This is an optimization exercise on Yosys and OpenROAD, whose aim is small area, a short achievable clock period and few clock cycles, not a production implementation. Function was checked by simulation only, so behaviour that the tests miss may differ from the original. Power figures rest on the tool's default switching activity, not on a simulated workload.

Design dai_line_decoder, start of the top module:
module dai_line_decoder (
    input  wire        clk,
    input  wire        rst,
    input  wire        in_valid,
    output wire        in_ready,
    input  wire [7:0]  in_data,
    input  wire        in_last,
    output wire        px_valid,
    input  wire        px_ready,
    output wire [31:0] px_data,
    output wire        st_valid,
    input  wire        st_ready,
    output wire [8:0]  st_rows,
    output wire        st_brk,
    output wire [1:0]  st_fault,
    output wire [15:0] st_creg,
    output wire [3:0]  st_prevbg,
    output wire [15:0] st_unknown,
    output wire [15:0] st_text,
    output wire [15:0] st_unread
);
    localparam [8:0] ROW_CAP = 9'd260;
    localparam [8:0] BRK_AT  = 9'd212;
    localparam [1:0] F_NONE  = 2'd0;
    localparam [1:0] F_SHORT = 2'd1;    
    localparam [1:0] F_WIDTH = 2'd2;    
    localparam [2:0] S_CTRL  = 3'd0;
    localparam [2:0] S_COL   = 3'd1;
    localparam [2:0] S_PAY   = 3'd2;
    localparam [2:0] S_DRAIN = 3'd3;
    localparam [2:0] S_STAT  = 3'd4;
    localparam [2:0] S_CLR   = 3'd5;
    reg        f0_v, f1_v;
    reg [8:0]  f0, f1;           
    wire       pop;
    wire       push = in_valid && !f1_v;
    assign in_ready = !f1_v;
    always @(posedge clk) begin
        if (rst) begin
            f0_v <= 1'b0;
            f1_v <= 1'b0;
        end else if (pop) begin
            if (f1_v) begin
                f0   <= f1;
                f1_v <= 1'b0;
            end else begin
                f0   <= {in_last, in_data};
                f0_v <= push;
            end
        end else if (!f0_v) begin
  ...
Size in the first run: about 1700 cells after synthesis, ~32000 sq um of cells after synthesis.
clock: 7.5 ns
lec_check: 0
cap_margin: 20
core_margin: 2
core_utilization: 70
cts_cluster_diameter: 70
cts_cluster_size: 30
place_density: 0.76
setup_slack_margin: 4.8
slew_margin: 20
standard.sh (not shown) runs the stock make flow with config.mk's settings and CLKGATE_MAP_FILE= SYNTH_SCRIPT=/design/flow/synth_recipe.tcl, a recipe that flattens the netlist after the stock synthesis.
==> flow/flow/run.sh <==
#!/bin/bash
# Own layout flow: the standard flow, with ORFS's delay cells kept out of
# everything after synthesis (so port buffers and repairs use plain buffers).
# Each tool's output goes to a log file of its own in the work folder.
set -euo pipefail

# 1. the standard synthesis, unchanged
bash standard.sh synth > synth.log 2>&1

# 2. the rest of the standard flow, with the delay cells marked don't-use
cat >> config.mk <<'MK'
export DONT_USE_CELLS += sky130_fd_sc_hd__clkdlybuf4s15_1 sky130_fd_sc_hd__clkdlybuf4s15_2 sky130_fd_sc_hd__clkdlybuf4s18_1 sky130_fd_sc_hd__clkdlybuf4s18_2 sky130_fd_sc_hd__clkdlybuf4s25_1 sky130_fd_sc_hd__clkdlybuf4s25_2 sky130_fd_sc_hd__clkdlybuf4s50_1 sky130_fd_sc_hd__clkdlybuf4s50_2 sky130_fd_sc_hd__dlygate4sd1_1 sky130_fd_sc_hd__dlygate4sd2_1 sky130_fd_sc_hd__dlygate4sd3_1 sky130_fd_sc_hd__dlymetal6s2s_1 sky130_fd_sc_hd__dlymetal6s4s_1 sky130_fd_sc_hd__dlymetal6s6s_1
MK
bash standard.sh > layout.log 2>&1
Testbench counts at the start, summed over its fixed seeds: cycles 490,151.
Then changed:
--- a/flow/config.mk
+++ b/flow/config.mk
@@ -9,7 +9,7 @@
 export CORE_MARGIN = 2
-export CORE_UTILIZATION = 70
+export CORE_UTILIZATION = 65
 export CTS_CLUSTER_DIAMETER = 70
 export CTS_CLUSTER_SIZE = 30
-export PLACE_DENSITY = 0.76
-export SETUP_SLACK_MARGIN = 4.8
+export PLACE_DENSITY = 0.72
+export SETUP_SLACK_MARGIN = 4.7
 export SLEW_MARGIN = 20
Outcome: The changed run completed without violations. Clock power went up by about 2%. Clock skew went up by 0.014 ns. Routed wire length shrinks by 8.1%. Hold slack hardly moves. Setup slack degrades by 0.083 ns. Count of clock-buffer cells in the layout goes up by 1. Final cell count came out higher by 0.96%. Register-to-register slack is worse by 0.08 ns. Global-route usage is lower by 4.1 points. Synthesized cell count stays the same.

## afterwards: timing with drivers on the ports
The results above use ideal ports. As a check the final layouts listed here were re-extracted and re-timed, cells and wires unchanged.
Step 1 sets driving cells, clkbuf_16 on the clock port and buf_2 on the other inputs (assumed; they add their load-dependent delay and slew).
Step 2 also shifts input and output timing later by t, the mid clock arrival at the registers, as if the neighbouring blocks saw the same clock.
Slacks: ideal / step 1 / step 2; pairs: ideal / step 1.
| run | shift t [ns] | setup slack, ns | hold slack, ns | worst setup path after step 2 |
|---|---|---|---|---|
| the first run | 0.649 | 4.787 / 4.743 / 4.182 | 0.415 / 0.415 / 0.415 | input to register |
| the second run | 0.671 | 4.704 / 4.691 / 4.073 | 0.415 / 0.415 / 0.415 | input to register |
After both steps every run listed still meets setup and hold. The setup slack of the second run, which loses most, moves by -0.013 ns with the drivers and by -0.631 ns with both steps.
